This design comes from an exercise in tuning for a short achievable clock period and few clock cycles on the open sky130 flow, not from production work. Function was checked by simulation only, so behaviour that the tests miss may differ from the original. No activity file was given, so power comes from the tool's default toggle rates.

### flow/config.mk
export PLATFORM = sky130hd
export DESIGN_NAME = tau800_core
export DESIGN_NICKNAME = tau800_core
export VERILOG_FILES = /design/flow/design.v
export SDC_FILE = /design/flow/constraint.sdc
export NUM_CORES = 4
export LEC_CHECK = 0
export CAP_MARGIN = 20
export CORE_MARGIN = 2
export CORE_UTILIZATION = 50
export PLACE_DENSITY = 0.65
export SLEW_MARGIN = 20
### flow/constraint.sdc
create_clock -name core_clock -period 12.0 [get_ports {clk}]
set_input_delay 2.4000 -clock core_clock [delete_from_list [all_inputs] [get_ports {clk}]]
set_output_delay 2.4000 -clock core_clock [all_outputs]
set_load 0.01 [all_outputs]
### flow/design.v
module tau800_alu (
    input  wire [5:0] op,
    input  wire [5:0] s,
    input  wire [5:0] d,
    input  wire       cin,
    output reg  [5:0] res,
    output reg        n,
    output reg        v,
    output reg        z,
    output reg        c,
    output reg        wr_nvz,    
    output reg        wr_c       
);
    wire [6:0] add_r = {1'b0, d} + {1'b0, s} + {6'b0, cin};
    wire [6:0] sub_r = {1'b0, d} + {1'b0, ~s} + {6'b0, cin};
    always @(*) begin
        res    = 6'd0;
        c      = cin;
        wr_nvz = 1'b1;
        wr_c   = 1'b0;
        case (op)
            6'h01: res = s;                          
            6'h03: res = d;                          
            6'h04: res = s;                          
            6'h10: begin res = add_r[5:0]; c = add_r[6]; wr_c = 1'b1; end   
            6'h11, 6'h20: begin res = sub_r[5:0]; c = sub_r[6]; wr_c = 1'b1; end  
            6'h17, 6'h21: res = d & s;               
            6'h18: res = d | s;                      
            6'h19: res = d ^ s;                      
            6'h1a: res = ~d;                         
            6'h1b: begin res = {d[4:0], 1'b0}; c = d[5]; wr_c = 1'b1; end  
            6'h1c, 6'h1d: res = {cin, d[5:1]};       
            6'h1e: res = d + 6'd1;                   
            6'h1f: res = d - 6'd1;                   
            default: wr_nvz = 1'b0;
        endcase
        n = res[5];
        z = (res == 6'd0);
        v = wr_c && (op != 6'h1b) ? (c ^ res[5]) : res[5];
    end
endmodule
module tau800_alu_m1 (
    input  wire [5:0] s,
    input  wire [5:0] d,
    output wire [8:0] m0,        
    output wire [8:0] m1,        
    output wire [5:0] ncorr,     
    output wire [2:0] q_hi,      
    output wire [2:0] r_mid,     
    output wire [7:0] s3,        
    output wire [8:0] s5,        
    output wire [8:0] s7         
);
    assign m0    = d * s[2:0];
    assign m1    = d * s[5:3];
    assign ncorr = 6'd0 - ((d[5] ? s : 6'd0) + (s[5] ? d : 6'd0));
    assign s3    = {2'b0, s} + {1'b0, s, 1'b0};
    assign s5    = {3'b0, s} + {1'b0, s, 2'b0};
    assign s7    = {s, 3'b0} - {3'b0, s};
    wire s_lt8 = (s[5:3] == 3'd0) && (s[2:0] != 3'd0);
    assign q_hi  = s_lt8 ? (d[5:3] / s[2:0]) : 3'd0;
    assign r_mid = s_lt8 ? (d[5:3] % s[2:0]) : d[5:3];
endmodule
module tau800_alu_m2 (
    input  wire [2:0] sel,       
    input  wire [5:0] s,
    input  wire [5:0] d,
    input  wire [8:0] m0,
    input  wire [8:0] m1,
    input  wire [5:0] ncorr,
    input  wire [2:0] q_hi,
    input  wire [2:0] r_mid,
    input  wire [7:0] s3,
    input  wire [8:0] s5,
    input  wire [8:0] s7,
    output reg  [5:0] res
);
    wire [11:0] p  = {3'd0, m0} + {m1, 3'd0};
    wire [11:0] ps = {3'd0, m0} + {m1, 3'd0} + {ncorr, 6'd0};
    wire [5:0] x = {r_mid, d[2:0]};
    wire [8:0] mul [1:7];
    assign mul[1] = {3'b0, s};
    assign mul[2] = {2'b0, s, 1'b0};
    assign mul[3] = {1'b0, s3};
    assign mul[4] = {1'b0, s, 2'b0};
    assign mul[5] = s5;
    assign mul[6] = {s3, 1'b0};
    assign mul[7] = s7;
    reg [7:0] ge;
    reg [2:0] q_lo;
    reg [5:0] rem;
    integer k;
    always @(*) begin
        ge[0] = 1'b1;
        for (k = 1; k < 8; k = k + 1)
            ge[k] = ({3'b0, x} >= mul[k]);
        q_lo = {ge[4], ge[6] | (ge[2] & ~ge[4]),
                ge[7] | (ge[5] & ~ge[6]) | (ge[3] & ~ge[4]) | (ge[1] & ~ge[2])};
        rem = x;
        for (k = 1; k < 8; k = k + 1)
            if (ge[k]) rem = x - mul[k][5:0];
        case (sel)
            3'd0:    res = p[5:0];
            3'd1:    res = p[11:6];
            3'd2:    res = ps[11:6];
            3'd3:    res = {q_hi, q_lo};
            default: res = rem;
        endcase
    end
endmodule
module tau800_decode (
    input  wire [5:0] op,
    output reg        known,
    output reg  [2:0] fmt,       
    output reg  [1:0] dst_role   
);
    localparam F_N = 3'd0, F_J = 3'd1, F_R = 3'd2, F_U = 3'd3, F_B = 3'd4;
    localparam RD = 2'd0, WR = 2'd1, RMW = 2'd2;
    always @(*) begin
        known    = 1'b1;
        fmt      = F_N;
        dst_role = RD;
        case (op)
            6'h00, 6'h38, 6'h39, 6'h3e, 6'h3f: fmt = F_N;
            6'h30, 6'h37:                      fmt = F_J;
            6'h31, 6'h32, 6'h33, 6'h34, 6'h35, 6'h36: fmt = F_R;
            6'h03: begin fmt = F_U; dst_role = RD;  end
            6'h04: begin fmt = F_U; dst_role = WR;  end
            6'h1a, 6'h1b, 6'h1c, 6'h1d, 6'h1e, 6'h1f: begin fmt = F_U; dst_role = RMW; end
            6'h01: begin fmt = F_B; dst_role = WR;  end
            6'h10, 6'h11, 6'h12, 6'h13, 6'h14, 6'h15, 6'h16,
            6'h17, 6'h18, 6'h19:               begin fmt = F_B; dst_role = RMW; end
            6'h20, 6'h21:                      begin fmt = F_B; dst_role = RD;  end
            default: known = 1'b0;
        endcase
    end
endmodule
module tau800_core (
    input  wire        clk,
    input  wire        rst,         
    output reg         mem_req,
    output reg         mem_we,
    output reg  [11:0] mem_addr,
    output reg  [5:0]  mem_wdata,
    input  wire        mem_ack,
    input  wire [5:0]  mem_rdata,
    output reg         halted,
    output reg  [2:0]  fault,
    output wire [5:0]  reg_a,
    output wire [5:0]  reg_bh,
    output wire [5:0]  reg_bl,
    output wire [5:0]  reg_ch,
    output wire [5:0]  reg_cl,
    output wire [5:0]  reg_x,
    output wire [11:0] pc_o,
    output wire [11:0] sp_o,
    output wire [3:0]  flags_o      
);
    localparam [11:0] PC_RESET = 12'h080;
    localparam [11:0] SP_RESET = 12'h03F;
    localparam F_N = 3'd0, F_J = 3'd1, F_R = 3'd2, F_U = 3'd3, F_B = 3'd4;
    localparam RD = 2'd0, WR = 2'd1;
    localparam K_REG = 3'd0, K_ABS = 3'd1, K_ABSX = 3'd2, K_IND = 3'd3, K_IMM = 3'd4;
    localparam FLT_OPCODE = 3'd1, FLT_KIND = 3'd2, FLT_IMMDST = 3'd3,
               FLT_TIMM = 3'd4, FLT_REG = 3'd5, FLT_TIME = 3'd6;
    localparam [4:0]
        S_OP    = 5'd0,  S_MODE  = 5'd1,  S_PAY   = 5'd2,  S_T0    = 5'd3,
        S_T1    = 5'd4,  S_PTRLO = 5'd5,  S_PTRHI = 5'd6,  S_VAL   = 5'd7,
        S_POP   = 5'd8,  S_GAP   = 5'd9,  S_WR    = 5'd10, S_J0    = 5'd11,
        S_J1    = 5'd12, S_CAL0  = 5'd13, S_CAL1  = 5'd14, S_RET0  = 5'd15,
        S_RET1  = 5'd16, S_BR    = 5'd17, S_HALT  = 5'd18, S_GAP2  = 5'd19, S_HALTING = 5'd20, S_BRT = 5'd21;
    reg [4:0]  state;
    reg [5:0]  regs [0:5];
    reg [11:0] pc, sp, pc_start;
    reg        fn, fv, fz, fc;
    reg [5:0]  op, opq;             
    reg        pfv;                 
    reg [2:0]  ksrc, kdst;          
    reg        tbit;
    reg [2:0]  mflt;                
    reg        opi;                 
    reg        sub;                 
    reg [5:0]  plo;                 
    reg [2:0]  hflt;                
    reg [11:0] addr [0:1];          
    reg [5:0]  ptrlo;
    reg [2:0]  ridx;                
    reg [5:0]  sval, dval;
    reg        tlo_nz;
    reg [5:0]  jlo, rhi;
    reg [11:0] tgt;
    reg        push;                
    reg        ex_pend;             
    reg        ex_gap;              
    localparam CB = 5, CN = 32;
    reg [CN-1:0] c_valid;
    reg [11-CB:0] c_tag [0:CN-1];
    reg [2:0]  c_ks [0:CN-1];
    reg [2:0]  c_kd [0:CN-1];
    reg [5:0]  c_slo [0:CN-1];
    reg [5:0]  c_shi [0:CN-1];
    reg [5:0]  c_dlo [0:CN-1];
    reg [5:0]  c_dhi [0:CN-1];
    reg [11:0] c_npc [0:CN-1];
    reg [11:0] lo_b, hi_b;
    reg        ehit;                
    reg [5:0]  e_slo, e_shi, e_dlo, e_dhi;
    reg [2:0]  e_ks, e_kd;
    reg [11:0] e_npc;
    reg [5:0]  mode, pw_slo, pw_shi, pw_dlo, pw_dhi;
    reg        ex2_pend;            
    reg        ex2_gap, ex2_wreg;
    reg [2:0]  ex2_sel;
    reg [8:0]  ex2_m0, ex2_m1;
    reg [5:0]  ex2_ncorr;
    reg [2:0]  ex2_q, ex2_r;
    reg [7:0]  ex2_s3;
    reg [8:0]  ex2_s5, ex2_s7;
    assign reg_a   = regs[0];
    assign reg_bh  = regs[1];
    assign reg_bl  = regs[2];
    assign reg_ch  = regs[3];
    assign reg_cl  = regs[4];
    assign reg_x   = regs[5];
    assign pc_o    = pc;
    assign sp_o    = sp;
    assign flags_o = {fn, fv, fz, fc};
    wire       known;
    wire [2:0] fmt;
    wire [1:0] dst_role;
    tau800_decode u_dec (.op(op), .known(known), .fmt(fmt), .dst_role(dst_role));
    wire is_b   = (fmt == F_B);
    wire is_psh = (op == 6'h03);
    wire is_pop = (op == 6'h04);
    wire is_mov = (op == 6'h01);
    wire is_dm  = (op == 6'h15) || (op == 6'h16);
    wire is_slow = (op >= 6'h12) && (op <= 6'h16);
    wire [5:0] opw = (state == S_WR) ? opq : mem_rdata;
    wire       w_known;
    wire [2:0] w_fmt;
    wire [1:0] w_role;
    tau800_decode u_decw (.op(opw), .known(w_known), .fmt(w_fmt), .dst_role(w_role));
    wire [4:0] code = mem_rdata[4:0];
    reg  [2:0] m_ks, m_kd;
    reg        m_bad;
    always @(*) begin
        m_ks = K_IMM; m_kd = K_IMM; m_bad = 1'b0;
        if (is_b) begin
            m_bad = (code > 5'd24);
            case (code)
                5'd0:  begin m_ks = 3'd0; m_kd = 3'd0; end
                5'd1:  begin m_ks = 3'd1; m_kd = 3'd0; end
                5'd2:  begin m_ks = 3'd2; m_kd = 3'd0; end
                5'd3:  begin m_ks = 3'd3; m_kd = 3'd0; end
                5'd4:  begin m_ks = 3'd4; m_kd = 3'd0; end
                5'd5:  begin m_ks = 3'd0; m_kd = 3'd1; end
                5'd6:  begin m_ks = 3'd1; m_kd = 3'd1; end
                5'd7:  begin m_ks = 3'd2; m_kd = 3'd1; end
                5'd8:  begin m_ks = 3'd3; m_kd = 3'd1; end
                5'd9:  begin m_ks = 3'd4; m_kd = 3'd1; end
                5'd10: begin m_ks = 3'd0; m_kd = 3'd2; end
                5'd11: begin m_ks = 3'd1; m_kd = 3'd2; end
                5'd12: begin m_ks = 3'd2; m_kd = 3'd2; end
                5'd13: begin m_ks = 3'd3; m_kd = 3'd2; end
                5'd14: begin m_ks = 3'd4; m_kd = 3'd2; end
                5'd15: begin m_ks = 3'd0; m_kd = 3'd3; end
                5'd16: begin m_ks = 3'd1; m_kd = 3'd3; end
                5'd17: begin m_ks = 3'd2; m_kd = 3'd3; end
                5'd18: begin m_ks = 3'd3; m_kd = 3'd3; end
                5'd19: begin m_ks = 3'd4; m_kd = 3'd3; end
                5'd20: begin m_ks = 3'd0; m_kd = 3'd4; end
                5'd21: begin m_ks = 3'd1; m_kd = 3'd4; end
                5'd22: begin m_ks = 3'd2; m_kd = 3'd4; end
                5'd23: begin m_ks = 3'd3; m_kd = 3'd4; end
                5'd24: begin m_ks = 3'd4; m_kd = 3'd4; end
                default: ;
            endcase
        end else begin
            m_bad = (code > 5'd4);
            m_kd  = code[2:0];
        end
    end
    wire [2:0] m_flt = m_bad                                   ? FLT_KIND   :
                       (m_kd == K_IMM && dst_role != RD)       ? FLT_IMMDST :
                       (mem_rdata[5] && m_kd == K_IMM &&
                        (!is_b || m_ks == K_IMM))              ? FLT_TIMM   : 3'd0;
    reg [5:0] e_sr, e_dr;           
    always @(*) begin
        case (e_slo[2:0])
            3'd0: e_sr = regs[0];
            3'd1: e_sr = regs[1];
            3'd2: e_sr = regs[2];
            3'd3: e_sr = regs[3];
            3'd4: e_sr = regs[4];
            default: e_sr = regs[5];
        endcase
        case (e_dlo[2:0])
            3'd0: e_dr = regs[0];
            3'd1: e_dr = regs[1];
            3'd2: e_dr = regs[2];
            3'd3: e_dr = regs[3];
            3'd4: e_dr = regs[4];
            default: e_dr = regs[5];
        endcase
    end
    wire [5:0]  e_sv = (e_ks == K_REG) ? e_sr : e_slo;
    wire [5:0]  e_dv = (e_kd == K_REG) ? e_dr : e_dlo;
    wire [11:0] e_a0 = {e_shi, e_slo} + ((e_ks == K_ABSX) ? {6'd0, regs[5]} : 12'd0);
    wire [11:0] e_a1 = {e_dhi, e_dlo} + ((e_kd == K_ABSX) ? {6'd0, regs[5]} : 12'd0);
    wire [CB-1:0] lidx  = pc[CB-1:0];
    wire          l_hit = c_valid[lidx] && (c_tag[lidx] == pc[11:CB]);
    wire src_mem = is_b && (ksrc == K_ABS || ksrc == K_ABSX || ksrc == K_IND);
    wire dst_mem = (kdst == K_ABS || kdst == K_ABSX || kdst == K_IND);
    wire dst_rd  = (dst_role != WR);
    wire dst_acc = dst_mem && (dst_rd || kdst == K_IND);
    wire [5:0] alu_res;
    wire       alu_n, alu_v, alu_z, alu_c, alu_wr_nvz, alu_wr_c;
    tau800_alu u_alu (
        .op(op), .s(sval), .d(dval), .cin(fc),
        .res(alu_res), .n(alu_n), .v(alu_v), .z(alu_z), .c(alu_c),
        .wr_nvz(alu_wr_nvz), .wr_c(alu_wr_c)
    );
    wire [8:0] m1_m0, m1_m1;
    wire [5:0] m1_ncorr;
    wire [2:0] m1_q, m1_r;
    wire [7:0] m1_s3;
    wire [8:0] m1_s5, m1_s7;
    tau800_alu_m1 u_m1 (.s(sval), .d(dval), .m0(m1_m0), .m1(m1_m1), .ncorr(m1_ncorr),
                        .q_hi(m1_q), .r_mid(m1_r), .s3(m1_s3), .s5(m1_s5), .s7(m1_s7));
    wire [5:0] m2_res;
    tau800_alu_m2 u_m2 (.sel(ex2_sel), .s(sval), .d(dval), .m0(ex2_m0), .m1(ex2_m1),
                        .ncorr(ex2_ncorr), .q_hi(ex2_q), .r_mid(ex2_r),
                        .s3(ex2_s3), .s5(ex2_s5), .s7(ex2_s7), .res(m2_res));
    wire ex2_skip = (ex2_sel[2] || ex2_sel == 3'd3) && (sval == 6'd0);
    reg br_taken;
    always @(*) begin
        case (op)
            6'h31:   br_taken = ~fc;
            6'h32:   br_taken =  fc;
            6'h33:   br_taken = ~fz;
            6'h34:   br_taken =  fz;
            6'h35:   br_taken = ~fn;
            6'h36:   br_taken =  fn;
            default: br_taken = 1'b0;
        endcase
    end
    reg [5:0] rsel;
    always @(*) begin
        case (mem_rdata[2:0])
            3'd0: rsel = regs[0];
            3'd1: rsel = regs[1];
            3'd2: rsel = regs[2];
            3'd3: rsel = regs[3];
            3'd4: rsel = regs[4];
            3'd5: rsel = regs[5];
            default: rsel = 6'd0;
        endcase
    end
    wire        xfer   = mem_req && mem_ack;
    wire [11:0] pc1    = pc + 12'd1;
    wire [11:0] sp1    = sp + 12'd1;
    wire [11:0] spm1   = sp - 12'd1;
    wire [6:0]  lox    = {1'b0, plo} + {1'b0, regs[5]};
    wire [11:0] a_abs  = {mem_rdata, plo};
    wire [11:0] a_absx = {mem_rdata + {5'd0, lox[6]}, lox[5:0]};
    wire [11:0] a_now  = (((opi ? kdst : ksrc) == K_ABSX) ? a_absx : a_abs);
    reg  [5:0]  brof;
    wire [11:0] br_tgt = pc + {{6{brof[5]}}, brof};
    wire [11:0] a_inc  = addr[opi] + 12'd1;
    wire [11:0] ptr_t  = {mem_rdata, ptrlo};
    integer i;
    wire wflush   = mem_req && mem_we && (mem_addr >= lo_b) && (mem_addr < hi_b);
    wire        f_pay  = (state == S_PAY) && pl_last && !tbit;
    wire        f_t1   = (state == S_T1);
    wire        f_j1   = (state == S_J1);
    wire        f_en   = f_pay || f_t1 || f_j1;
    wire [CB-1:0] f_idx = pc_start[CB-1:0];
    wire        f_ok   = (pc1 > pc_start);
    wire [5:0]  f_slo  = f_j1 ? jlo : pw_slo;
    wire [5:0]  f_shi  = f_j1 ? mem_rdata : pw_shi;
    wire [5:0]  f_dlo  = (f_pay && !sub) ? mem_rdata : pw_dlo;
    wire [5:0]  f_dhi  = (f_pay && sub) ? mem_rdata : pw_dhi;
    always @(posedge clk) begin
        if (f_en) begin
            c_tag[f_idx]  <= pc_start[11:CB];
            c_ks[f_idx]   <= ksrc;
            c_kd[f_idx]   <= kdst;
            c_slo[f_idx]  <= f_slo;
            c_shi[f_idx]  <= f_shi;
            c_dlo[f_idx]  <= f_dlo;
            c_dhi[f_idx]  <= f_dhi;
            c_npc[f_idx]  <= pc1;
        end
    end
    wire [2:0] kcur     = opi ? kdst : ksrc;
    wire       kcur_mem = (kcur == K_ABS || kcur == K_ABSX || kcur == K_IND);
    wire       pl_last  = (opi || !is_b) && (!kcur_mem || sub);
    wire       need_src = src_mem;
    wire       need_dst = dst_acc;
    task go_complete(input dmem, input [11:0] a1, input [11:0] pcn);
        begin
            ex_pend <= !is_pop;
            ex_gap  <= 1'b0;
            if (is_pop) begin
                mem_addr <= sp1;
                state    <= S_POP;
            end else if (is_psh) begin
                mem_addr <= sp;
                mem_we   <= 1'b1;
                state    <= S_WR;
            end else if (dmem && is_mov) begin
                mem_addr <= a1;
                mem_we   <= 1'b1;
                state    <= S_WR;
            end else if (dmem && dst_role != RD && !(is_dm && sval == 6'd0)) begin
                mem_addr <= pcn;
                ex_gap   <= 1'b1;
                state    <= S_GAP;
            end else begin
                mem_addr <= pcn;
                state    <= S_OP;
            end
        end
    endtask
    task go_access(input [2:0] ks, input [2:0] kd, input [11:0] a0, input [11:0] a1,
                   input [11:0] pcn);
        begin
            if (is_b && (ks == K_ABS || ks == K_ABSX || ks == K_IND)) begin
                opi      <= 1'b0;
                mem_addr <= a0;
                state    <= (ks == K_IND) ? S_PTRLO : S_VAL;
            end else if ((kd == K_ABS || kd == K_ABSX || kd == K_IND) && (dst_rd || kd == K_IND)) begin
                opi      <= 1'b1;
                mem_addr <= a1;
                state    <= (kd == K_IND) ? S_PTRLO : S_VAL;
            end else
                go_complete(kd == K_ABS || kd == K_ABSX || kd == K_IND, a1, pcn);
        end
    endtask
    task decode_op(input [5:0] w, input wk, input [2:0] wf, input [11:0] pa);
        begin
            pc       <= pa;
            mem_addr <= (w == 6'h3f) ? sp1 : pa;
            if (!wk) begin
                hflt  <= FLT_OPCODE;
                state <= S_HALTING;
            end else begin
                case (wf)
                    F_N: begin
                        case (w)
                            6'h38: fc <= 1'b0;
                            6'h39: fc <= 1'b1;
                            default: ;
                        endcase
                        hflt <= 3'd0;
                        if (w == 6'h3e)      state <= S_HALTING;
                        else if (w == 6'h3f) state <= S_RET0;
                        else                 state <= S_OP;
                    end
                    F_J:     state <= S_J0;
                    F_R:     state <= S_BR;
                    default: state <= S_MODE;
                endcase
            end
        end
    endtask
    always @(posedge clk) begin
        if (state == S_OP || state == S_GAP) begin
            ehit   <= l_hit;
            e_ks   <= c_ks[lidx];
            e_kd   <= c_kd[lidx];
            e_slo  <= c_slo[lidx];
            e_shi  <= c_shi[lidx];
            e_dlo  <= c_dlo[lidx];
            e_dhi  <= c_dhi[lidx];
            e_npc  <= c_npc[lidx];
        end
        if (wflush) begin
            c_valid <= {CN{1'b0}};
            lo_b    <= 12'hfff;
            hi_b    <= 12'h000;
            ehit    <= 1'b0;
        end else if (f_en) begin
            c_valid[f_idx] <= f_ok;
            if (pc_start < lo_b) lo_b <= pc_start;
            if (pc1 > hi_b)      hi_b <= pc1;
        end
        ex2_pend <= 1'b0;
        if (ex_pend) begin
            ex_pend <= 1'b0;
            if (is_slow) begin
                ex2_pend  <= 1'b1;
                ex2_gap   <= ex_gap;
                ex2_wreg  <= (kdst == K_REG);
                ex2_sel   <= op[2:0] - 3'd2;
                ex2_m0    <= m1_m0;
                ex2_m1    <= m1_m1;
                ex2_ncorr <= m1_ncorr;
                ex2_q     <= m1_q;
                ex2_r     <= m1_r;
                ex2_s3    <= m1_s3;
                ex2_s5    <= m1_s5;
                ex2_s7    <= m1_s7;
            end else begin
                if (alu_wr_nvz) begin
                    fn <= alu_n; fv <= alu_v; fz <= alu_z;
                end
                if (alu_wr_c) fc <= alu_c;
                if (kdst == K_REG && dst_role != RD)
                    regs[ridx] <= alu_res;
                if (ex_gap)
                    mem_wdata <= alu_res;
            end
        end
        if (ex2_pend && !ex2_skip) begin
            fn <= m2_res[5]; fv <= m2_res[5]; fz <= (m2_res == 6'd0);
            if (ex2_wreg) regs[ridx] <= m2_res;
            if (ex2_gap)  mem_wdata <= m2_res;
        end
        case (state)
            S_OP: begin
                op       <= mem_rdata;
                pc_start <= pc;
                if (xfer) decode_op(mem_rdata, w_known, w_fmt, pc1);
            end
            S_HALTING: if (xfer) begin
                halted  <= 1'b1;
                fault   <= hflt;
                pc      <= pc_start;
                mem_req <= 1'b0;
                mem_we  <= 1'b0;
                state   <= S_HALT;
            end
            S_MODE: if (ehit) begin
                ksrc      <= e_ks;
                kdst      <= e_kd;
                tbit      <= 1'b0;
                mflt      <= 3'd0;
                sval      <= e_sv;
                dval      <= e_dv;
                ridx      <= e_dlo[2:0];
                addr[0]   <= e_a0;
                addr[1]   <= e_a1;
                mem_wdata <= is_psh ? e_dv : e_sv;
                push      <= is_psh;
                if (xfer && !ex2_pend) begin
                    pc <= e_npc;
                    go_access(e_ks, e_kd, e_a0, e_a1, e_npc);
                end
            end else begin
                mode <= mem_rdata;
                ksrc <= m_ks;
                kdst <= m_kd;
                tbit <= mem_rdata[5];
                mflt <= m_flt;
                opi  <= !is_b;
                sub  <= 1'b0;
                if (xfer) begin
                    pc       <= pc1;
                    mem_addr <= pc1;
                    state    <= S_PAY;
                end
            end
            S_PAY: begin
                case ({opi, sub})
                    2'b00:   pw_slo <= mem_rdata;
                    2'b01:   pw_shi <= mem_rdata;
                    2'b10:   pw_dlo <= mem_rdata;
                    default: pw_dhi <= mem_rdata;
                endcase
                if (!sub) plo <= mem_rdata;
                else      addr[opi] <= a_now;
                if (!opi)
                    sval <= (ksrc == K_REG) ? rsel : mem_rdata;
                else begin
                    dval <= (kdst == K_REG) ? rsel : mem_rdata;
                    ridx <= mem_rdata[2:0];
                end
                mem_wdata <= is_psh ? ((kdst == K_REG) ? rsel : mem_rdata) : sval;
                hflt      <= (mflt != 3'd0) ? mflt : FLT_REG;
                push      <= is_psh;
                if (xfer) begin
                    pc       <= pc1;
                    mem_addr <= pc1;
                    if (!pl_last) begin
                        if (kcur_mem && !sub)
                            sub <= 1'b1;
                        else begin
                            opi <= 1'b1;
                            sub <= 1'b0;
                        end
                    end else if (tbit)
                        state <= S_T0;
                    else
                        go_access(ksrc, kdst, addr[0], a_now, pc1);
                    if (mflt != 3'd0 || (kcur == K_REG && mem_rdata > 6'd5)) begin
                        state   <= S_HALTING;
                        mem_we  <= 1'b0;
                        ex_pend <= 1'b0;
                    end
                end
            end
            S_T0: begin
                tlo_nz <= (mem_rdata != 6'd0);
                if (xfer) begin
                    pc       <= pc1;
                    mem_addr <= pc1;
                    state    <= S_T1;
                end
            end
            S_T1: begin
                mem_wdata <= is_psh ? dval : sval;
                hflt      <= FLT_TIME;
                if (xfer) begin
                    pc       <= pc1;
                    go_access(ksrc, kdst, addr[0], addr[1], pc1);
                    if (tlo_nz || mem_rdata != 6'd0) begin
                        state   <= S_HALTING;
                        mem_we  <= 1'b0;
                        ex_pend <= 1'b0;
                    end
                end
            end
            S_PTRLO: begin
                ptrlo <= mem_rdata;
                if (xfer) begin
                    mem_addr <= a_inc;
                    state    <= S_PTRHI;
                end
            end
            S_PTRHI: begin
                addr[opi] <= ptr_t;
                mem_wdata <= sval;
                if (xfer) begin
                    if (!opi || dst_rd) begin
                        mem_addr <= ptr_t;
                        state    <= S_VAL;
                    end else
                        go_complete(1'b1, ptr_t, pc);
                end
            end
            S_VAL: begin
                if (!opi) sval <= mem_rdata;
                else      dval <= mem_rdata;
                mem_wdata <= mem_rdata;
                if (xfer) begin
                    if (!opi && need_dst) begin
                        opi      <= 1'b1;
                        mem_addr <= addr[1];
                        state    <= (kdst == K_IND) ? S_PTRLO : S_VAL;
                    end else
                        go_complete(dst_mem, addr[1], pc);
                end
            end
            S_POP: begin
                sval      <= mem_rdata;
                mem_wdata <= mem_rdata;
                push      <= 1'b0;
                if (xfer) begin
                    sp      <= sp1;
                    ex_pend <= 1'b1;
                    ex_gap  <= 1'b0;
                    if (dst_mem) begin
                        mem_addr <= addr[1];
                        mem_we   <= 1'b1;
                        state    <= S_WR;
                    end else begin
                        mem_addr <= pc;
                        state    <= S_OP;
                    end
                end
            end
            S_GAP: begin
                opq  <= mem_rdata;
                pfv  <= (pc != addr[1]);
                push <= 1'b0;
                if (pc != addr[1]) pc_start <= pc;
                if (xfer) begin
                    if (pc != addr[1]) pc <= pc1;
                    mem_addr <= addr[1];
                    if (is_slow) begin
                        mem_req <= 1'b0;
                        state   <= S_GAP2;
                    end else begin
                        mem_we <= 1'b1;
                        state  <= S_WR;
                    end
                end
            end
            S_GAP2: begin
                mem_req <= 1'b1;
                mem_we  <= 1'b1;
                state   <= S_WR;
            end
            S_WR: begin
                if (pfv) op <= opq;
                if (xfer) begin
                    mem_we <= 1'b0;
                    pfv    <= 1'b0;
                    if (push) sp <= spm1;
                    if (pfv)
                        decode_op(opq, w_known, w_fmt, pc);
                    else begin
                        mem_addr <= pc;
                        state    <= S_OP;
                    end
                end
            end
            S_J0: if (ehit) begin
                tgt       <= {e_shi, e_slo};
                mem_wdata <= e_npc[5:0];
                if (xfer) begin
                    if (op == 6'h37) begin
                        pc       <= e_npc;
                        mem_addr <= sp;
                        mem_we   <= 1'b1;
                        state    <= S_CAL0;
                    end else begin
                        pc       <= {e_shi, e_slo};
                        mem_addr <= {e_shi, e_slo};
                        state    <= S_OP;
                    end
                end
            end else begin
                pw_slo <= mem_rdata;
                jlo    <= mem_rdata;
                if (xfer) begin
                    pc       <= pc1;
                    mem_addr <= pc1;
                    state    <= S_J1;
                end
            end
            S_J1: begin
                pw_shi    <= mem_rdata;
                tgt       <= {mem_rdata, jlo};
                mem_wdata <= pc1[5:0];
                if (xfer) begin
                    if (op == 6'h37) begin
                        pc       <= pc1;
                        mem_addr <= sp;
                        mem_we   <= 1'b1;
                        state    <= S_CAL0;
                    end else begin
                        pc       <= {mem_rdata, jlo};
                        mem_addr <= {mem_rdata, jlo};
                        state    <= S_OP;
                    end
                end
            end
            S_CAL0: if (xfer) begin
                sp        <= spm1;
                mem_addr  <= spm1;
                mem_wdata <= pc[11:6];
                state     <= S_CAL1;
            end
            S_CAL1: if (xfer) begin
                sp       <= spm1;
                mem_we   <= 1'b0;
                pc       <= tgt;
                mem_addr <= tgt;
                state    <= S_OP;
            end
            S_RET0: begin
                rhi <= mem_rdata;
                if (xfer) begin
                    sp       <= sp1;
                    mem_addr <= sp + 12'd2;
                    state    <= S_RET1;
                end
            end
            S_RET1: if (xfer) begin
                sp       <= sp1;
                pc       <= {rhi, mem_rdata};
                mem_addr <= {rhi, mem_rdata};
                state    <= S_OP;
            end
            S_BR: begin
                brof <= mem_rdata;
                if (xfer && !ex2_pend) begin
                    pc       <= pc1;
                    mem_addr <= pc1;
                    if (br_taken) begin
                        mem_req <= 1'b0;
                        state   <= S_BRT;
                    end else
                        state <= S_OP;
                end
            end
            S_BRT: begin
                pc       <= br_tgt;
                mem_addr <= br_tgt;
                mem_req  <= 1'b1;
                state    <= S_OP;
            end
            default: ;    
        endcase
        if (rst) begin
            state    <= S_OP;
            pc       <= PC_RESET;
            sp       <= SP_RESET;
            for (i = 0; i < 6; i = i + 1) regs[i] <= 6'd0;
            fn <= 1'b0; fv <= 1'b0; fz <= 1'b0; fc <= 1'b0;
            halted   <= 1'b0;
            fault    <= 3'd0;
            mem_req  <= 1'b1;
            mem_we   <= 1'b0;
            mem_addr <= PC_RESET;
            ex_pend  <= 1'b0;
            ex_gap   <= 1'b0;
            ex2_pend <= 1'b0;
            pfv      <= 1'b0;
            c_valid  <= {CN{1'b0}};
            lo_b     <= 12'hfff;
            hi_b     <= 12'h000;
            ehit     <= 1'b0;
        end
    end
endmodule
### flow/flow/run.sh
#!/bin/bash
set -euo pipefail
bash standard.sh SETUP_SLACK_MARGIN=8.5 finish > flow_make.log 2>&1
### flow/standard.sh
#!/bin/bash
# synth_recipe.tcl (not shown) runs the flow's synth.tcl, then flattens the netlist and writes it again
# the make line also repeats each setting of config.mk as NAME=value (left out here)
make -C /OpenROAD-flow-scripts/flow DESIGN_CONFIG=/design/flow/config.mk WORK_HOME=/design/flow/orfs CLKGATE_MAP_FILE= SYNTH_SCRIPT=/design/flow/synth_recipe.tcl "${@:-finish}"
==> results by group, run 1 <==
Synth
  – Post-Synthesis Cells: between 6000 and 7000
  – Ys Warns: 4
  – Synth Register Bits: 1979
  – Async SR Flop Fraction: 0%
  – Synth top area share: 57.9%
  – Ranking of synthesized cells by area: edfxtp_1 (58%), mux4_2 (12%), dfxtp_1 (3.5%)
  – Top-count cell post-synth: edfxtp_1
  – Post-synth EDFFs: 1814
  – Net Count, Synth: 6725
  – Yosys cell types: 117
  – Synth area leader: edfxtp_1
  – Synth top cells by count: edfxtp_1 (1814), mux4_2 (504), nand2_1 (487)
  – Primary FF master, synth: edfxtp_1
  – Synthesized cell area: approximately 0.094 mm2
  – Avg Inst Size Synth: 14.6 um2
  – Sequential area share after synthesis: between 60 and 70%

STA
  – Tmin final: 4.04 ns
  – Slew Viols, Final: 0
  – Fin crit share: 33.7%
  – Worst-Margin Slew: 1.16 ns
  – Final hold violation count: 0
  – Final setup violation count: 0
  – Slew HR: between 20% and 30%
  – Fmax: between 200 and 250 MHz
  – Setup TNS: 0 ns
  – Final Skew: between 0.07 and 0.08 ns
  – Hold WS: 0.456 ns
  – Setup ws final: between 7 and 8 ns
  – RSZ-0062 raised after global routing: yes

Run status
  – Status: timing/DRC/antenna clean

Floorplanning
  – Initial Util: 50.2%
  – Die area: 0.192 mm2
  – # rows: 159
  – Core region area: roughly 0.19 mm2
  – Die X: 438 um
  – Die height: 438 um
  – I/O pin count: 97

Cells and area
  – P&R area growth vs syn: 20.3%
  – Final core occ: 60.4%
  – Final Net Count: ~7300
  – Layout cells sized above 1: 30.4%

Detailed routing
  – Drt pass-1 iters: 10
  – Initial drt markers: roughly 11000
  – Vias/cell: a little under 7
  – Vias: 66248
  – Drt total wl: 345 mm
  – Routed Antenna Nets: 0
  – Drt drc: 0
  – WL/cell: roughly 36 um

Placed design
  – Post-Place Worst Slack: 6.22 ns
  – GPL Wtd Cong: slightly above 1
  – Post-DP HPWL: approximately 200 mm
  – Port bufs: 96

Critical path
  – Setup crit end kind: register
  – CP Max Fanout: 4
  – Worst EP arrival: approximately 4.8 ns
  – Crit path required time: around 13 ns
  – CP startpoint kind: input pin
  – Crit Path Class: in2reg

Clock tree
  – CTS buffer count: 200
  – # hold bufs at CTS: 0
  – CTS Buffer Depth: 3
  – H-tree depth: 4
  – Later-pin clock latency in the skew report: just under 0.9 ns
  – Clock Tree Root: clkbuf_16
  – Clock Pin Slew Worst Setup and Hold Paths: 0.06 ns
  – Clk sinks: about 2000
  – CTS tree: built

Power
  – Power per cell area: 229 mW/mm2
  – Int Pwr: between 15000 and 20000 uW
  – Sw frac: between 30% and 40%
  – Logic gate share of total power: 40.7%
  – Clock power frac: 24.2%
  – P_sw: 9680 uW
  – Peak VDD IR: 0.000215 V
  – Seq pwr share: 35.1%
  – Leak: 0.0383 uW

Hold path
  – Hold crit path type: reg2reg

Global routing
  – Largest net degree at the start of global routing: 84
  – Total gr overflow: 0
  – Vias in the first global route: 62371
  – Gr usage total: 34.8%
  – First-pass GRT wire length: between 400 and 500 mm
  – Initial antenna violation count: 16

Flow run
  – Max Cap Violations: 0
## layout by cell type, fill, tap and decap left out, types with 48 or more instances in the layout
cell | Yosys | final
o21ai_1 | 12 | 49
ha_1 | 226 | 200
xnor2_1 | 121 | 108
mux2_2 | 71 | 61
edfxtp_1 | 1814 | 1814
mux2i_1 | 84 | 79
buf_4 | 14 | 453
dfxtp_1 | 165 | 74
nand3_1 | 108 | 99
o21ai_0 | 281 | 222
buf_12 | 0 | 59
o22ai_1 | 50 | 49
clkbuf_16 | 0 | 210
nor2_1 | 431 | 372
inv_1 | 183 | 161
o211ai_1 | 49 | 49
a21oi_1 | 296 | 256
a211oi_1 | 80 | 48
nor3_1 | 110 | 85
a21o_1 | 63 | 62
buf_6 | 5 | 157
dfxtp_4 | 0 | 70
a22oi_1 | 60 | 51
nand2_1 | 487 | 454
mux4_2 | 504 | 504
## power groups by stage
stage          combinational [uW]  clock (uW)  sequential, uW
3_3_place_gp                 8590           0            9310
6_report                    10600        6290            9100
5_1_grt                     11100        6600            9110
3_5_place_dp                 8690           0            9330
2_1_floorplan                5910           0            9000
4_1_cts                      9570        6350            9100
## cells by family after synthesis
logic type | count (synthesis) | share of synthesized area (%)
muxes | 661 | 13.8
buffers and inverters | 577 | 2.47
and+or+nand+nor | 1484 | 7.43
DFF | 1979 | 61.4
xor gates and xnor gates | 167 | 1.55
AOI/OAI and AO/OA | 1335 | 9.66
adders and majority gates | 257 | 3.65
## final cells by class
cell class	count	area [um2]
clock buffers	251	5280
clock inverters	109	1270
repair buffers	734	7620
inverters	192	880
diodes	5	12.5
repair inverters	6	42.5
multi-input cells	3914	36900
flip-flops and latches	1979	58100
fillers	13973	74200
well taps	2495	3120
## path summary, 6_finish.rpt
path                  startpoint                 endpoint  slack, ns  depth (start not counted)
max                 mem_rdata[1]    state[3]$_SDFFE_PP0P_       7.96                         13
min          halted$_SDFFE_PP0P_      halted$_SDFFE_PP0P_       0.46                          2
max reg2reg  ex2_m0[4]$_DFFE_PP_  regs[2][5]$_SDFFE_PP0P_       8.14                         18
min reg2reg  halted$_SDFFE_PP0P_      halted$_SDFFE_PP0P_       0.46                          2
## per-layer routing
| layer | share of wire (%) | up-vias | GRT usage (%) | routed length [um] |
|---|---|---|---|---|
| li1 | - | 26802 | - | - |
| met1 | 37 | 33663 | 47.9 | 128000 |
| met2 | 45 | 4704 | 52.9 | 154000 |
| met3 | 12 | 1071 | 7.80 | 41900 |
| met4 | 5.9 | 8 | 16.6 | 20200 |
| met5 | 0.016 | - | 0 | 56 |
## stage by stage
step                      area [um2]  power [uW]  instances
after floorplan                95200       14900       6460
after global placement         99100       17900       8872
after detailed placement       99100       18000       8874
after CTS                     110000       25000       9491
after global routing          113000       26800       9681
final                         113000       25900       9685
## registers in the layout (all words and copies together) (netlist names), 12 cells and up, named ones only
register	flops
c_shi	192
mem_addr	12
c_slo	192
pc	12
c_kd	96
regs	36
c_ks	96
lo_b	12
c_valid	32
sp	12
pc_start	12
tgt	12
c_tag	224
e_npc	12
hi_b	12
addr	24
c_dhi	192
c_dlo	192
c_npc	384
## timing repair
action                     in CTS  in global routing
hold endpoints to repair        0                  0
setup endpoints to repair    2560               1261
gates resized for setup      1038                310
pin swaps                     115                161
setup buffers                 237                168
gates cloned                   20                 17
## critical path: stages
cell and delay, ns:
buf_12 0.08, buf_12 0.15, clkinv_16 0.07, ha_4 0.16
o31a_1 0.31, o31a_1 0.37, and3_4 0.22, a2111oi_4 0.21
buf_4 0.18, buf_6 0.09, o311a_1 0.16, nand3_2 0.10
o31a_1 0.26
Testbench counts, summed over its fixed seeds: cycles 369,219.
==> run 2, diff against run 1 <==
--- a/flow/design.v
+++ b/flow/design.v
@@ -192,7 +192,7 @@
     reg        push;                
     reg        ex_pend;             
     reg        ex_gap;              
-    localparam CB = 5, CN = 32;
+    localparam CB = 6, CN = 64;
     reg [CN-1:0] c_valid;
     reg [11-CB:0] c_tag [0:CN-1];
     reg [2:0]  c_ks [0:CN-1];
@@ -373,11 +373,12 @@
     wire        f_pay  = (state == S_PAY) && pl_last && !tbit;
     wire        f_t1   = (state == S_T1);
     wire        f_j1   = (state == S_J1);
-    wire        f_en   = f_pay || f_t1 || f_j1;
+    wire        f_brt  = (state == S_BRT);    
+    wire        f_en   = f_pay || f_t1 || f_j1 || f_brt;
     wire [CB-1:0] f_idx = pc_start[CB-1:0];
     wire        f_ok   = (pc1 > pc_start);
-    wire [5:0]  f_slo  = f_j1 ? jlo : pw_slo;
-    wire [5:0]  f_shi  = f_j1 ? mem_rdata : pw_shi;
+    wire [5:0]  f_slo  = f_j1 ? jlo : f_brt ? br_tgt[5:0] : pw_slo;
+    wire [5:0]  f_shi  = f_j1 ? mem_rdata : f_brt ? br_tgt[11:6] : pw_shi;
     wire [5:0]  f_dlo  = (f_pay && !sub) ? mem_rdata : pw_dlo;
     wire [5:0]  f_dhi  = (f_pay && sub) ? mem_rdata : pw_dhi;
     always @(posedge clk) begin
@@ -779,7 +780,11 @@
                 if (xfer && !ex2_pend) begin
                     pc       <= pc1;
                     mem_addr <= pc1;
-                    if (br_taken) begin
+                    if (br_taken && ehit) begin
+                        pc       <= {e_shi, e_slo};
+                        mem_addr <= {e_shi, e_slo};
+                        state    <= S_OP;
+                    end else if (br_taken) begin
                         mem_req <= 1'b0;
                         state   <= S_BRT;
                     end else
==> results by group, run 2 <==
Cells and area
  – Fin area: 0.184 mm2 (+63%)
  – Most common cell after layout, fill and taps aside: edfxtp_1
  – Largest reg by FF count: c_npc
  – P&R area growth vs syn: 21.0%
  – Max reg flops: 768 (+100%)
  – Final Net Count: 10007 (+37%)
  – Seq. cell area: 0.104 mm2 (+79%)
  – Area taken by multi-input logic gates: 0.0507 mm2 (+37%)
  – Fillers: 21577 (+54%)
  – Commonest cells after routing, fill and taps aside: edfxtp_1 (3318), mux4_2 (1027), buf_4 (576)
  – Layout cells sized above 1: 33.7% (+3.3 points)

Detailed routing
  – Vias/cell: 6.94 (+1.5%)
  – Drt pass-1 iters: 10 (unchanged)
  – Drt total wl: 564 mm (+64%)
  – Routed Antenna Nets: 0 (unchanged)
  – WL/cell: 40.2 um (+13%)
  – Vias: 97353 (+47%)
  – Drt drc: 0 (unchanged)
  – Initial drt markers: 15445 (+45%)

Clock tree
  – Later-pin clock latency in the skew report: 0.97 ns (+0.10 ns)
  – CTS tree: built
  – Clock Pin Slew Worst Setup and Hold Paths: 0.06 ns (about the same)
  – Clk sinks: 3516 (+78%)
  – H-tree depth: 5 (+1)
  – CTS buffer count: 364 (+82%)
  – CTS Buffer Depth: 4 (+1)
  – # hold bufs at CTS: 0 (unchanged)
  – Clock Tree Root: clkbuf_16

Power
  – Power per cell area: 222 mW/mm2 (-3.1%)
  – Leak: 0.0604 uW (+58%)
  – Peak VDD IR: 0.000146 V (-32%)

STA
  – Fin crit share: 35.3% (+1.6 points)
  – Slew Viols, Final: 0 (unchanged)
  – Final setup violation count: 0 (unchanged)
  – Final hold violation count: 0 (unchanged)
  – Fmax: 236 MHz (-4.7%)
  – Setup TNS: 0 ns (unchanged)
  – Tmin final: 4.24 ns (+0.198 ns)
  – Slew HR: 11.8% (-11 points)
  – Worst-Margin Slew: 1.31 ns (+0.149 ns)
  – RSZ-0062 raised after global routing: yes
  – Final Skew: 0.0679 ns (-0.00968 ns)

Global routing
  – Total gr overflow: 0 (unchanged)
  – Met1 Resource Use GR: 48.5% (+0.57 points)
  – Met2 Use GR: 53.9% (+0.95 points)
  – Gr busiest metal: met2
  – Initial antenna violation count: 31 (+15)
  – GR Util met3: 8.85% (+1.0 points)
  – Gr usage total: 35.4% (+0.54 points)
  – Vias in the first global route: 92938 (+49%)
  – First-pass GRT wire length: 755 mm (+59%)
  – Largest net degree at the start of global routing: 97 (+15%)

Hold path
  – Min-delay src: c_valid[31]$_SDFFE_PP0P_
  – Hold crit path type: reg2reg

Placed design
  – Port bufs: 96 (unchanged)
  – Post-DP HPWL: 308 mm (+54%)
  – Post-DP Area: 0.161 mm2 (+62%)
  – GPL Wtd Cong: 1.01 (-3.1%)

Critical path
  – Reg2Reg Launch Point: ex2_m0[4]$_DFFE_PP_
  – Crit Path Class: reg2reg
  – Worst Setup SP: ex2_m0[4]$_DFFE_PP_
  – CP startpoint kind: register
  – CP Max Fanout: 3 (-1)
  – Setup crit end kind: register
  – Crit path required time: 12.86 ns (+0.12 ns)
  – Worst EP arrival: 5.09 ns (+0.31 ns)

Floorplanning
  – Die X: 556 um (+27%)
  – Die area: 0.309 mm2 (+61%)
  – # rows: 202 (+27%)
  – I/O pin count: 97 (unchanged)
  – Die height: 556 um (+27%)
  – Initial Util: 50.2% (about the same)
  – Core region area: 0.303 mm2 (+62%)

Synth
  – Synth Register Bits: 3516 (+78%)
  – Post-synth EDFFs: 3318 (+83%)
  – Post-Synthesis Cells: 8836 (+37%)
  – Synth area leader: edfxtp_1
  – Top-count cell post-synth: edfxtp_1
  – Ranking of synthesized cells by area: edfxtp_1 (65%), mux4_2 (15%), dfxtp_1 (2.6%)
  – Synthesized cell area: 0.152 mm2 (+62%)
  – Yosys cell types: 90 (-23%)
  – Sequential area share after synthesis: 68.0% (+6.6 points)
  – Avg Inst Size Synth: 17.2 um2 (+18%)
  – Synth top area share: 65.4% (+7.6 points)
  – Net Count, Synth: 9104 (+35%)
  – Async SR Flop Fraction: 0% (unchanged)
  – Synth top cells by count: edfxtp_1 (3318), mux4_2 (1027), nand2_1 (551)
  – Primary FF master, synth: edfxtp_1
  – Ys Warns: 4 (unchanged)

Flow run
  – Max Cap Violations: 0 (unchanged)

Run status
  – Status: timing/DRC/antenna clean
-- run 2: path summary, 6_finish.rpt --
kind              depth (start not counted)  slack (ns)                  endpoint
setup / recovery                         18        7.76           fz$_SDFFE_PP0P_
hold / removal                            2        0.48  c_valid[31]$_SDFFE_PP0P_
setup reg to reg                         18        7.76           fz$_SDFFE_PP0P_
hold reg to reg                           2        0.48  c_valid[31]$_SDFFE_PP0P_
-- run 2: report_power, final --
group          leakage (uW)  switching [uW]  total [uW]  internal [uW]
Combinational        0.0232            8710       14500           5770
Sequential           0.0317             629       15400          14700
Clock               0.00560            4910       11100           6170
-- run 2: cell type report --
type | instances | area share [%]
antenna | 16 | 0.0217
clock buffer | 465 | 5.20
clock inverter | 191 | 1.05
inverter | 192 | 0.462
multi-input combinational | 4635 | 27.5
sequential | 3516 | 56.4
tap | 3978 | 2.70
timing repair buffer | 1028 | 6.68
timing repair inverter | 2 | 0.00950
-- run 2: critical path: stages, from the launching register on --
cell and delay [ns]:
edfxtp_1 0.44, ha_1 0.33, a21o_1 0.18, a21oi_2 0.22
buf_4 0.15, buf_6 0.10, xnor2_4 0.12, ha_2 0.22
inv_2 0.04, fa_2 0.37, nor2b_4 0.15, nor3_2 0.06
a2111oi_2 0.26, a31oi_1 0.08, o21a_1 0.17, o31a_1 0.15
or4_1 0.51, or4b_1 0.47, a21oi_1 0.16
-- run 2: stage by stage --
| stage | hold slack (ns) | setup slack, ns | power (uW) | util (%) | cells |
|---|---|---|---|---|---|
| 6_report | 0.478 | 7.76 | 40900 | 60.8 | 14023 |
| 5_1_grt | 0.500 | 7.56 | 42100 | 60.8 | 14012 |
| 4_1_cts | 0.474 | 7.88 | 39600 | 59.4 | 13782 |
| 3_5_place_dp | 0.466 | 6.04 | 27300 | 53.0 | 12709 |
| 3_3_place_gp | 0.456 | 6.14 | 27100 | 53.0 | 12705 |
| 2_1_floorplan | 0.424 | 7.34 | 22900 | - | 8836 |
-- run 2: kinds of logic (layout without fill, tap and decap cells) --
| group | count (synthesis) | in the layout | share of synthesized area, % |
|---|---|---|---|
| buf+inv | 707 | 1878 | 1.77 |
| compound gates | 1428 | 1440 | 6.07 |
| mux | 1151 | 1151 | 16.0 |
| flops | 3516 | 3516 | 68.0 |
| fa+ha+maj | 259 | 259 | 2.28 |
| other cells | 0 | 16 | 0 |
| xor+xnor | 173 | 173 | 0.995 |
| simple gates | 1602 | 1612 | 4.80 |
-- run 2: repair_timing --
action,4_1_cts,5_1_grt
gates resized for setup,1279,503
setup buffers,357,188
pin swaps,164,175
gates cloned,60,36
hold endpoints to repair,0,0
endpoints found under the setup margin,5026,3284
-- run 2: metal layers --
metal	part of all wire, %	wire length [um]
met1	36	205000
met2	45	254000
met4	5.7	32000
met3	13	73300
met5	0.012	68
Testbench counts of run 2, summed over its fixed seeds: cycles 358,497.
==> run 3, diff against run 2 <==
--- a/flow/design.v
+++ b/flow/design.v
@@ -192,7 +192,7 @@
     reg        push;                
     reg        ex_pend;             
     reg        ex_gap;              
-    localparam CB = 6, CN = 64;
+    localparam CB = 5, CN = 32;
     reg [CN-1:0] c_valid;
     reg [11-CB:0] c_tag [0:CN-1];
     reg [2:0]  c_ks [0:CN-1];
==> results by group, run 3 <==
Floorplanning
  – I/O pin count: 97 (unchanged)
  – Initial Util: 50.2% (about the same)
  – Die area: 0.192 mm2 (-38%)
  – # rows: 159 (-21%)
  – Die X: 438 um (-21%)
  – Core region area: 0.188 mm2 (-38%)
  – Die height: 438 um (-21%)

Critical path
  – Worst path buffer plus inverter count: 2 (-1)
  – CP max stage cell: edfxtp_1
  – Setup crit end kind: register
  – CP startpoint kind: register
  – Worst EP arrival: 4.66 ns (-0.43 ns)
  – Top Family by Delay on Critical Path: compound AO/OA/AOI/OAI gates
  – Worst stage delay on the critical path: 0.39 ns (-0.12 ns)
  – Crit Path Class: reg2reg
  – CP Max Fanout: 6 (+3)
  – CP cell instances: ha_2 > fa_2 > a21o_1 > a21oi_2 > xor2_2 > inv_2 > ha_4 > a21o_1 > a311o_1 > a21oi_2 > xnor2_1 > xor2_1 > nand2_1 > a31oi_4 > mux2i_4 > buf_12 > a211oi_2
  – Crit path required time: 12.75 ns (-0.11 ns)

Global routing
  – Total gr overflow: 0 (unchanged)
  – Vias in the first global route: 63045 (-32%)
  – Met1 Resource Use GR: 49.4% (+0.93 points)
  – Initial antenna violation count: 10 (-68%)
  – Gr usage total: 36.5% (+1.1 points)
  – Largest net degree at the start of global routing: 144 (+48%)
  – First-pass GRT wire length: 492 mm (-35%)
  – Gr busiest metal: met2
  – GR Util met3: 8.67% (-0.18 points)
  – Met2 Use GR: 55.6% (+1.7 points)

Cells and area
  – Max reg flops: 384 (-50%)
  – Commonest cells after routing, fill and taps aside: edfxtp_1 (1814), mux4_2 (508), buf_4 (440)
  – Final Net Count: 7271 (-27%)
  – Largest regs: c_npc (384), c_tag (224)
  – Layout cells sized above 1: 31.1% (-2.7 points)
  – P&R area growth vs syn: 20.9%
  – Most common cell after layout, fill and taps aside: edfxtp_1
  – Final core occ: 60.7% (-0.092 points)
  – Largest reg by FF count: c_npc
  – Fin area: 0.114 mm2 (-38%)
  – Final Non-Filler Cells: 9676 (-31%)

Detailed routing
  – Drt total wl: 357 mm (-37%)
  – Initial drt markers: 9685 (-37%)
  – Vias: 66327 (-32%)
  – WL/cell: 36.9 um (-8.3%)
  – Routed Antenna Nets: 0 (unchanged)
  – Drt pass-1 iters: 9 (-1)
  – Drt drc: 0 (unchanged)
  – Vias/cell: 6.85 (-1.3%)

Run status
  – Status: timing/DRC/antenna clean

Clock tree
  – Clock Tree Root: clkbuf_16
  – H-tree depth: 4 (-1)
  – CTS buffer count: 200 (-45%)
  – CTS tree: built
  – CTS Buffer Depth: 3 (-1)
  – Clk sinks: 1979 (-44%)
  – Clock Pin Slew Worst Setup and Hold Paths: 0.06 ns (about the same)
  – Later-pin clock latency in the skew report: 0.86 ns (-0.11 ns)

Synth
  – Post-Synthesis Cells: 6468 (-27%)
  – Async SR Flop Fraction: 0% (unchanged)
  – Synth top cells by count: edfxtp_1 (1814), mux4_2 (508), nor2_1 (460)
  – Synth area leader: edfxtp_1
  – Sequential area share after synthesis: 61.3% (-6.7 points)
  – Yosys cell types: 105 (+17%)
  – Post-synth EDFFs: 1814 (-45%)
  – Primary FF master, synth: edfxtp_1
  – Ranking of synthesized cells by area: edfxtp_1 (58%), mux4_2 (12%), dfxtp_1 (3.5%)
  – Synthesized cell area: 0.0943 mm2 (-38%)
  – Net Count, Synth: 6733 (-26%)
  – Ys Warns: 4 (unchanged)
  – Synth Register Bits: 1979 (-44%)
  – Top-count cell post-synth: edfxtp_1
  – Avg Inst Size Synth: 14.6 um2 (-15%)
  – Synth top area share: 57.8% (-7.6 points)

STA
  – Setup TNS: 0 ns (unchanged)
  – Worst-Margin Slew: 1.30 ns (-0.00656 ns)
  – Setup ws final: 8.09 ns (+0.327 ns)
  – Tmin final: 3.91 ns (-0.327 ns)
  – Fin crit share: 32.6% (-2.7 points)
  – Final Skew: 0.0468 ns (-0.0211 ns)
  – Final hold violation count: 0 (unchanged)
  – RSZ-0062 raised after global routing: yes
  – Slew Viols, Final: 0 (unchanged)
  – Final setup violation count: 0 (unchanged)
  – Slew HR: 12.9% (+1.0 points)
  – Fmax: 256 MHz (+8.4%)

Placed design
  – Inst Count DP: 8872 (-30%)
  – GPL Wtd Cong: 1.02 (+1.6%)
  – Post-Place Worst Slack: 6.32 ns (+0.283 ns)
  – Port bufs: 96 (unchanged)
  – Post-DP HPWL: 210 mm (-32%)
  – Post-DP Area: 0.0996 mm2 (-38%)

Power
  – Power per cell area: 219 mW/mm2 (-1.6%)
  – Leak: 0.0385 uW (-36%)
  – Peak VDD IR: 0.000174 V (+19%)

Flow run
  – Max Cap Violations: 0 (unchanged)

Hold path
  – Hold crit path type: reg2reg
-- run 3: cell count changes after synthesis, sizes merged, moves of 18 or more --
cell,change
edfxtp,-1504
clkbuf,-88
a22oi,+38
nand2,-152
mux2,+44
nor2,-24
mux4,-519
buf,-31
dfxtp,-33
o21ai,-90
mux2i,+18
o221ai,-22
a21oi,-71
-- run 3: logic make-up after synthesis --
kind of cell             synth area share [%]
flip-flops                               61.3
AND/OR/NAND/NOR                          7.40
AO/OA/AOI/OAI                            9.45
multiplexers                             14.2
buffers and inverters                    2.41
adder cells (fa/ha/maj)                  3.65
XOR/XNOR                                 1.57
-- run 3: area by class of cell --
| type | count | area [um2] |
|---|---|---|
| well taps | 2495 | 3120 |
| repair inverters | 2 | 20.0 |
| diodes | 4 | 10.0 |
| repair buffers | 712 | 7520 |
| fillers | 13976 | 73700 |
| flip-flops and latches | 1979 | 58100 |
| inverters | 192 | 916 |
| clock inverters | 133 | 1350 |
| multi-input cells | 3919 | 37600 |
| clock buffers | 240 | 5280 |
-- run 3: power by group --
part / internal, uW / switching, uW / total, uW / leakage [uW]
sequential: 8420 / 537 / 8960 / 0.0178
clock: 3600 / 2720 / 6310 / 0.00323
combinational: 3760 / 5860 / 9620 / 0.0174
-- run 3: per-stage QoR --
| stage | hold slack (ns) | power, uW |
|---|---|---|
| finish | 0.463 | 24900 |
| global route | 0.476 | 25700 |
| CTS | 0.464 | 24100 |
| detailed placement | 0.450 | 17000 |
| global placement | 0.441 | 17000 |
| floorplan | 0.431 | 14000 |
-- run 3: path summary, 6_finish.rpt --
kind / start / endpoint / slack (ns) / cells after the start
setup / recovery: ex2_m0[3]$_DFFE_PP_ / regs[0][5]$_SDFFE_PP0P_ / 8.09 / 17
hold reg to reg: lo_b[10]$_SDFFE_PP1P_ / lo_b[10]$_SDFFE_PP1P_ / 0.46 / 1
setup reg to reg: ex2_m0[3]$_DFFE_PP_ / regs[0][5]$_SDFFE_PP0P_ / 8.09 / 17
hold / removal: lo_b[10]$_SDFFE_PP1P_ / lo_b[10]$_SDFFE_PP1P_ / 0.46 / 1
-- run 3: worst reg2reg max path, delay by kind of cell (launching register included) --
kind / cells / cell delay, ns
XOR/XNOR: 3 / 0.51
AND/OR/NAND/NOR: 1 / 0.13
AO/OA/AOI/OAI: 7 / 1.61
adder cells (fa/ha/maj): 3 / 0.80
flip-flops: 1 / 0.39
buffers and inverters: 2 / 0.26
multiplexers: 1 / 0.13
-- run 3: layer usage --
layer,vias to the layer above,routed length [um]
met5,-,25
met4,4,22600
met3,993,40600
met2,4592,160000
met1,33884,134000
li1,26854,-
-- run 3: repair_timing --
item	4_1_cts	5_1_grt
pin swaps	102	115
hold buffers	0	0
setup buffers	273	110
gates resized for setup	1102	237
gates cloned	28	9
setup endpoints to repair	2628	1429
Testbench counts of run 3, summed over its fixed seeds: cycles 367,383.

-- separate check: timing with driven ports --
In the flow no input, the clock included, has a driving cell. The finished layouts below were timed again as built, in two steps. Step 1, drivers: a clkbuf_16 drives clk and a buf_2 each remaining input, both assumed. Step 2 also shifts input and output timing later by t, the mid clock arrival at the registers, as if the neighbouring blocks saw the same clock. a / b / c = no drivers / after step 1 / after step 2; a / b = the first two.
run | t, ns | setup slack, ns | slew at the worst register clock pin (ns) | worst data-port slew with drivers (ns) | cell pins on the clock port's net
run 1 | 0.912 | 7.960 / 7.958 / 7.046 | 0.07 / 0.07 | 0.08 | 1
run 2 | 1.063 | 7.762 / 7.762 / 6.992 | 0.08 / 0.08 | 0.26 | 1
run 3 | 0.931 | 8.089 / 8.061 / 7.193 | 0.07 / 0.07 | 0.07 | 1
After both steps every run listed still meets setup and hold. The setup slack of run 1, which loses most, moves by -0.002 ns with the drivers and by -0.914 ns with both steps.
